Context: an optimization exercise on an open-source flow, tuned for small area, a short achievable clock period and few clock cycles. The choices shown serve that exercise and are no tape-out recipe.

==> 06-13 <==
// tpfc
module tpfc (
    input  wire        clk,
    input  wire        rst,
    output wire        ready,
    input  wire        reg_req,
    input  wire        reg_we,
    input  wire [5:0]  reg_addr,
    input  wire [31:0] reg_wdata,
    output reg  [31:0] reg_rdata,
    input  wire        fb_req,
    input  wire        fb_we,
    input  wire [16:0] fb_addr,
    input  wire [7:0]  fb_wdata,
    output reg  [7:0]  fb_rdata,
    input  wire        cmd_valid,
    input  wire [15:0] cmd
);
==> flow/config.mk <==
export PLATFORM = sky130hd
export DESIGN_NAME = tpfc
export DESIGN_NICKNAME = tpfc
export VERILOG_FILES = /design/flow/design.v
export SDC_FILE = /design/flow/constraint.sdc
export NUM_CORES = 4
export LEC_CHECK = 0
export CAP_MARGIN = 30
export CORE_MARGIN = 2
export CORE_UTILIZATION = 55
export PLACE_DENSITY = 0.7
export SETUP_SLACK_MARGIN = 5
export SLEW_MARGIN = 30
==> flow/constraint.sdc <==
create_clock -name core_clock -period 8.0 [get_ports {clk}]
set_input_delay 1.6000 -clock core_clock [delete_from_list [all_inputs] [get_ports {clk}]]
set_output_delay 1.6000 -clock core_clock [all_outputs]
set_load 0.01 [all_outputs]
run.sh (not shown) runs the stock make flow with config.mk's settings and CLKGATE_MAP_FILE= SYNTH_SCRIPT=/design/flow/synth_recipe.tcl, a recipe that flattens the netlist after the stock synthesis.
==> 05-12: changes against 06-13 <==
--- a/flow/design.v
+++ b/flow/design.v
@@ -55,14 +55,12 @@
     reg [31:0] fixed;
     wire [7:0] fb [0:FB_SIZE-1];      
     reg        busy;          
     reg        s1;            
     reg        s2;            
     reg        s2l;           
-    reg        s1f;           
-    reg        s2f;           
     reg        fin;           
     reg        val2;          
     reg        ma;            
     reg        r2f1;          
     reg        r2fl;          
     reg        tp1;           
@@ -124,15 +122,15 @@
     wire d_r2f     = (op == 8'h10) && (imm[7:1] == 7'd0);
     wire d_encode  = (op == 8'h20) && imm0;
     wire d_valid   = (op == 8'h21) && imm0;
     wire d_bldtp   = (op == 8'h30) && imm0;
     wire d_bldrst  = (op == 8'h31) && imm0;
     wire d_bldpoll = (op == 8'h32) && imm0;
-    wire [15:0] ckb_c = csa(ck_a, ck_b, imm);
-    wire [7:0]  ckb_a = ck_a + imm;
-    wire [7:0]  ckb_b = ckb_c[7:0] + ckb_c[15:8];
+    wire [7:0] ck_ab = ck_a + ck_b;
+    wire [7:0] ckb_a = ck_a + imm;
+    wire [7:0] ckb_b = ck_ab + imm;
     wire [17:0] range_end = {1'b0, rstart} + {1'b0, rcount};
     wire        range_bad = range_end > FB_SIZE;
     wire        range_nil = (rcount == 17'd0);
     wire [5:0]  range_e   = rstart[5:0] + rcount[5:0] - 6'd1;
     wire        plen_bad  = plen > MAX_PAYLOAD;
     wire        tpidx_bad = tpidx > TPIDX_MAX;
@@ -199,27 +197,24 @@
     wire [15:0] w1d = csa(w01, w06, w09);
     wire [15:0] w2a = csa(w1a[7:0], w1a[15:8], w1b[7:0]);
     wire [15:0] w2b = csa(w1b[15:8], w1c[7:0], w1c[15:8]);
     wire [15:0] w2c = csa(w1d[7:0], w1d[15:8], w12);
     wire [15:0] w3a = csa(w2a[7:0], w2a[15:8], w2b[7:0]);
     wire [15:0] w3b = csa(w2b[15:8], w2c[7:0], w2c[15:8]);
-    wire [7:0]  sa0 = s2f ? 8'd0 : ck_a;
-    wire [7:0]  sb0 = s2f ? 8'd0 : ck_b;
-    wire [15:0] a1  = csa(sa0, gq0, gq1);
+    wire [15:0] a1  = csa(ck_a, gq0, gq1);
     wire [15:0] a2  = csa(a1[7:0], a1[15:8], gq2);
     wire [7:0]  nsa = a2[7:0] + a2[15:8];
-    wire [15:0] b1a = csa(sb0, {sa0[4:0], 3'd0}, wq0);
+    wire [15:0] b1a = csa(ck_b, {ck_a[4:0], 3'd0}, wq0);
     wire [15:0] b1b = csa(wq1, wq2, wq3);
     wire [15:0] b2a = csa(b1a[7:0], b1a[15:8], b1b[7:0]);
     wire [15:0] b3a = csa(b2a[7:0], b2a[15:8], b1b[15:8]);
     wire [7:0]  nsb = b3a[7:0] + b3a[15:8];
-    wire [2:0]  tt  = ~ve[2:0];
-    wire [15:0] f1  = csa(ck_b, ~(tt[0] ? ck_a : 8'd0), ~(tt[1] ? {ck_a[6:0], 1'b0} : 8'd0));
-    wire [15:0] f2  = csa(f1[7:0], f1[15:8], ~(tt[2] ? {ck_a[5:0], 2'd0} : 8'd0));
-    wire [15:0] f3  = csa(f2[7:0], f2[15:8], 8'd3);
-    wire [7:0]  fb_b = f3[7:0] + f3[15:8];
+    wire [2:0] tt  = ~ve[2:0];
+    wire [7:0] fta = (tt[0] ? ck_a : 8'd0) + (tt[1] ? {ck_a[6:0], 1'b0} : 8'd0)
+                   + (tt[2] ? {ck_a[5:0], 2'd0} : 8'd0);
+    wire [7:0] fb_b = ck_b - fta;
     wire [5:0] rd_idx   = busy ? raddr : fb_addr[5:0];
     wire       rd_in    = busy || (fb_addr < 17'd40);
     wire [7:0] rd_byte  = rd_in ? fb[rd_idx] : 8'd0;
     wire [63:0] ra;      
     genvar k;
     generate
@@ -346,97 +341,61 @@
     wire [5:0] en_ve  = plen[5:0] + 6'd11;
     wire       en_one = (en_ve[5:3] == 3'd1);
     wire [7:0] en_msk = en_one ? mask_to(en_ve[2:0]) : 8'hFF;
     wire [5:0] va_ve  = flen[5:0] + 6'd3;
     wire       va_one = (va_ve[5:3] == 3'd1);
     wire [7:0] va_msk = va_one ? mask_to(va_ve[2:0]) : 8'hFF;
-    reg [2:0] p_vg;
-    reg       p_last;
-    reg [7:0] p_msk;
-    reg [5:0] p_ve, p_e1;
-    reg [1:0] p_mode;
-    always @(*) begin
-        if (!op[5]) begin                        
-            p_vg = rg_vs[5:3]; p_last = rg_one; p_msk = rg_msk;
-            p_ve = rg_ve; p_e1 = range_e + 6'd1; p_mode = M_RANGE;
-        end else if (!op[4]) begin
-            if (!op[0]) begin                    
-                p_vg = 3'd1; p_last = en_one; p_msk = en_msk;
-                p_ve = en_ve; p_e1 = plen[5:0] + 6'd6; p_mode = M_FRAME;
-            end else begin                       
-                p_vg = 3'd1; p_last = va_one; p_msk = va_msk;
-                p_ve = va_ve; p_e1 = flen[5:0] - 6'd2; p_mode = M_VAL;
-            end
-        end else if (op[1]) begin                
-            p_vg = 3'd1; p_last = 1'b1; p_msk = 8'h1F;
-            p_ve = 6'd12; p_e1 = 6'd7; p_mode = M_FRAME;
-        end else if (op[0]) begin                
-            p_vg = 3'd1; p_last = 1'b1; p_msk = 8'hFF;
-            p_ve = 6'd15; p_e1 = 6'd10; p_mode = M_FRAME;
-        end else begin                           
-            p_vg = 3'd1; p_last = 1'b0; p_msk = 8'hFF;
-            p_ve = 6'd43; p_e1 = 6'd38; p_mode = M_FRAME;
-        end
-    end
-    wire go_fold = acc_cmd && ((d_ckrange && !range_bad && !range_nil) ||
-                               (d_encode && !plen_bad) || (d_valid && v_ok) ||
-                               (d_bldtp && tp_ok) || d_bldrst ||
-                               (d_bldpoll && !tpidx_bad));
-    wire       ck_byte = acc_cmd && d_ckbyte;
-    wire       ck_zero = acc_cmd && (d_ckclr || (d_ckrange && !range_bad && range_nil));
-    wire       cka_we  = rst || s2 || ck_byte || ck_zero;
-    wire       ckb_we  = cka_we || fin;
-    wire [7:0] cka_o   = ck_byte ? ckb_a : 8'd0;
-    wire [7:0] ckb_o   = fin ? fb_b : (ck_byte ? ckb_b : 8'd0);
-    wire [7:0] cka_d   = rst ? 8'd0 : (s2 ? nsa : cka_o);
-    wire [7:0] ckb_d   = rst ? 8'd0 : (s2 ? nsb : ckb_o);
-    always @(posedge clk) begin
-        if (cka_we) ck_a <= cka_d;
-        if (ckb_we) ck_b <= ckb_d;
-    end
-    always @(posedge clk) begin
-        if (!busy) begin
-            vg    <= p_vg;
-            lastq <= p_last;
-            gsel  <= slot_of(p_vg);
-            gmask <= p_msk;
-            ve    <= p_ve;
-            e1    <= p_e1;
-            raddr <= p_e1;
-            mode  <= p_mode;
-        end else begin
-            if (s1) begin
-                vg    <= vg_n;
-                lastq <= last_n;
-                gsel  <= slot_of(vg_n);
-                gmask <= last_n ? mask_to(ve[2:0]) : 8'hFF;
-            end
-            if (s2l)
-                raddr <= e1 + 6'd1;
-        end
-    end
     wire [2:0] vg_n   = vg + 3'd1;
     wire       last_n = (vg_n == ve[5:3]);
+    task start;
+        input [2:0] t_vg;
+        input       t_last;
+        input [7:0] t_msk;
+        input [5:0] t_ve;
+        input [1:0] t_mode;
+        begin
+            busy  <= 1'b1;
+            s1    <= 1'b1;
+            mode  <= t_mode;
+            vg    <= t_vg;
+            lastq <= t_last;
+            gsel  <= slot_of(t_vg);
+            gmask <= t_msk;
+            ve    <= t_ve;
+            e1    <= t_ve - 6'd5;
+            raddr <= t_ve - 6'd5;
+            ck_a  <= 8'd0;
+            ck_b  <= 8'd0;
+        end
+    endtask
     always @(posedge clk) begin
         if (rst) begin
             busy      <= 1'b0;
             s1        <= 1'b0;
             s2        <= 1'b0;
             s2l       <= 1'b0;
-            s1f       <= 1'b0;
-            s2f       <= 1'b0;
             fin       <= 1'b0;
             val2      <= 1'b0;
             ma        <= 1'b0;
             r2f1      <= 1'b0;
             r2fl      <= 1'b0;
             tp1       <= 1'b0;
             tp2       <= 1'b0;
+            mode      <= M_RANGE;
             conv_sel  <= 1'b0;
+            vg        <= 3'd0;
+            lastq     <= 1'b0;
+            gsel      <= 5'd0;
+            gmask     <= 8'd0;
+            ve        <= 6'd0;
+            e1        <= 6'd0;
+            raddr     <= 6'd0;
             err       <= E_OK;
             sealed    <= 1'b0;
+            ck_a      <= 8'd0;
+            ck_b      <= 8'd0;
             cls       <= 8'd0;
             id        <= 8'd0;
             plen      <= 16'd0;
             flen      <= 17'd0;
             fixed     <= 32'd0;
         end else begin
@@ -452,21 +411,29 @@
                     default: ;
                 endcase
             end
             if (acc_fb && fb_we)
                 sealed <= 1'b0;
             if (acc_cmd) begin
-                if (d_ckclr || d_ckbyte) begin
+                if (d_ckclr) begin
+                    ck_a <= 8'd0;
+                    ck_b <= 8'd0;
+                    err  <= E_OK;
+                end else if (d_ckbyte) begin
+                    ck_a <= ckb_a;
+                    ck_b <= ckb_b;
                     err  <= E_OK;
                 end else if (d_ckrange) begin
                     if (range_bad) begin
                         err <= E_RANGE;
                     end else if (range_nil) begin
+                        ck_a <= 8'd0;
+                        ck_b <= 8'd0;
                         err  <= E_OK;
                     end else begin
-                        busy <= 1'b1;
+                        start(rg_vs[5:3], rg_one, rg_msk, rg_ve, M_RANGE);
                     end
                 end else if (d_r2f) begin
                     if (imm[0] ? lock_bad : ratio_bad) begin
                         err <= E_RATIO;
                     end else begin
                         busy     <= 1'b1;
@@ -475,52 +442,52 @@
                         r2f1     <= !imm[0];
                     end
                 end else if (d_encode) begin
                     if (plen_bad)
                         err <= E_RANGE;
                     else
-                        busy <= 1'b1;
+                        start(3'd1, en_one, en_msk, en_ve, M_FRAME);
                 end else if (d_valid) begin
                     if (!v_ok)
                         sealed <= 1'b0;
                     if (v_range)
                         err <= E_RANGE;
                     else if (v_trunc)
                         err <= E_TRUNC;
                     else if (v_sync)
                         err <= E_SYNC;
                     else if (v_length)
                         err <= E_LENGTH;
                     else
-                        busy <= 1'b1;
+                        start(3'd1, va_one, va_msk, va_ve, M_VAL);
                 end else if (d_bldtp) begin
                     if (ratio_bad || lock_bad) begin
                         err <= E_RATIO;
                     end else if (tpidx_bad) begin
                         err <= E_INDEX;
                     end else begin
                         cls      <= 8'h06;
                         id       <= 8'h31;
                         plen     <= 16'd32;
                         conv_sel <= 1'b1;
                         tp1      <= 1'b1;
-                        busy <= 1'b1;
+                        start(3'd1, 1'b0, 8'hFF, 6'd43, M_FRAME);
                     end
                 end else if (d_bldrst) begin
                     cls   <= 8'h06;
                     id    <= 8'h04;
                     plen  <= 16'd4;
-                    busy <= 1'b1;
+                    start(3'd1, 1'b1, 8'hFF, 6'd15, M_FRAME);
                 end else if (d_bldpoll) begin
                     if (tpidx_bad) begin
                         err <= E_INDEX;
                     end else begin
                         cls   <= 8'h06;
                         id    <= 8'h31;
                         plen  <= 16'd1;
-                        busy <= 1'b1;
+                        start(3'd1, 1'b1, 8'h1F, 6'd12, M_FRAME);
                     end
                 end else begin
                     err <= E_ILLEGAL;
                 end
             end
             if (r2fl) begin
@@ -539,26 +506,31 @@
                 tp2 <= 1'b1;
             end
             if (tp2) begin
                 tp2      <= 1'b0;
                 conv_sel <= 1'b0;
             end
-            if (go_fold) begin
-                s1  <= 1'b1;
-                s1f <= 1'b1;
-            end
             s2  <= s1;
-            s2f <= s1 && s1f;
             s2l <= s1 && lastq;
             if (s1) begin
-                s1f <= 1'b0;
+                vg    <= vg_n;
+                lastq <= last_n;
+                gsel  <= slot_of(vg_n);
+                gmask <= last_n ? mask_to(ve[2:0]) : 8'hFF;
                 if (lastq)
                     s1 <= 1'b0;
             end
+            if (s2) begin
+                ck_a <= nsa;
+                ck_b <= nsb;
+            end
             fin <= s2l;
+            if (s2l)
+                raddr <= e1 + 6'd1;
             if (fin) begin
+                ck_b <= fb_b;
                 ma   <= (ck_a == fb_rdata);
                 case (mode)
                     M_RANGE: begin
                         busy <= 1'b0;
                         err  <= E_OK;
                     end
CORE_UTILIZATION = 40   (was 55)
PLACE_DENSITY = 0.6   (was 0.7)
SETUP_SLACK_MARGIN = 4.5   (was 5)
==> qor summary <==
Fraction of synthesized cell area taken by the top area cell type: 06-13 39.6%; 05-12 36.1%
Setup Buffers After CTS: 06-13 505; 05-12 241
Count of flip-flops with a built-in enable after synthesis: 06-13 663; 05-12 610
Area fraction in compound gates after synthesis: 06-13 18.0%; 05-12 18.8%
TritonCTS Sinks: 06-13 885; 05-12 883
# resized after CTS: 06-13 1114; 05-12 593
Run status: 06-13 stopped before the end; 05-12 no timing/DRC/antenna violations
Stage where the flow stopped: 06-13 global routing; 05-12 -
Area post-placement: 06-13 54700 um^2; 05-12 55900 um^2
Placement Setup Slack: 06-13 2.64 ns; 05-12 2.23 ns
XOR/XNOR Fraction of Synth Area: 06-13 3.45%; 05-12 3.24%
Height of the die: 06-13 306 um; 05-12 360 um
Mapped Nets: 06-13 5229; 05-12 5394
Number of placed instances with taps included: 06-13 5973; 05-12 6709
Number of unique standard cell types used by synthesis: 06-13 91; 05-12 94
Starting density of the core: 06-13 55.7%; 05-12 40.4%
Mux share of post-synthesis cell area: 06-13 3.06%; 05-12 3.28%
Register area share after synthesis: 06-13 48.4%; 05-12 46.9%
Synthesized cell area: 06-13 50300 um^2; 05-12 50700 um^2
Num CTS Buffers: 06-13 93; 05-12 101
No functional check of the RTL was part of any run of this note.

## re-timing with driven ports
The flow's constraints put no driver on any port. The routed layout listed below was extracted and timed again, unchanged, in two steps. Step 1 assumes that a clkbuf_16 drives the clock port and a buf_2 every other input. Step 2, shift: input delay + t, output delay - t, t = (earliest + latest rising clock arrival at the registers) / 2. This alone moves slack from input paths to output paths. a / b / c = ideal / step 1 / step 2; a / b = the first two.
run: 05-12
shift t [ns]: 0.819
setup WS [ns]: 3.968 / 3.968 / 3.313
worst hold slack (ns): 0.441 / 0.441 / 0.441
slew at the worst register clock pin (ns): 0.07 / 0.07
worst slew at a driven data input, ns: 0.27
After both steps setup and hold are still met in 05-12. For 05-12, drivers alone change the setup slack by 0.000 ns; drivers and shift together by -0.655 ns.
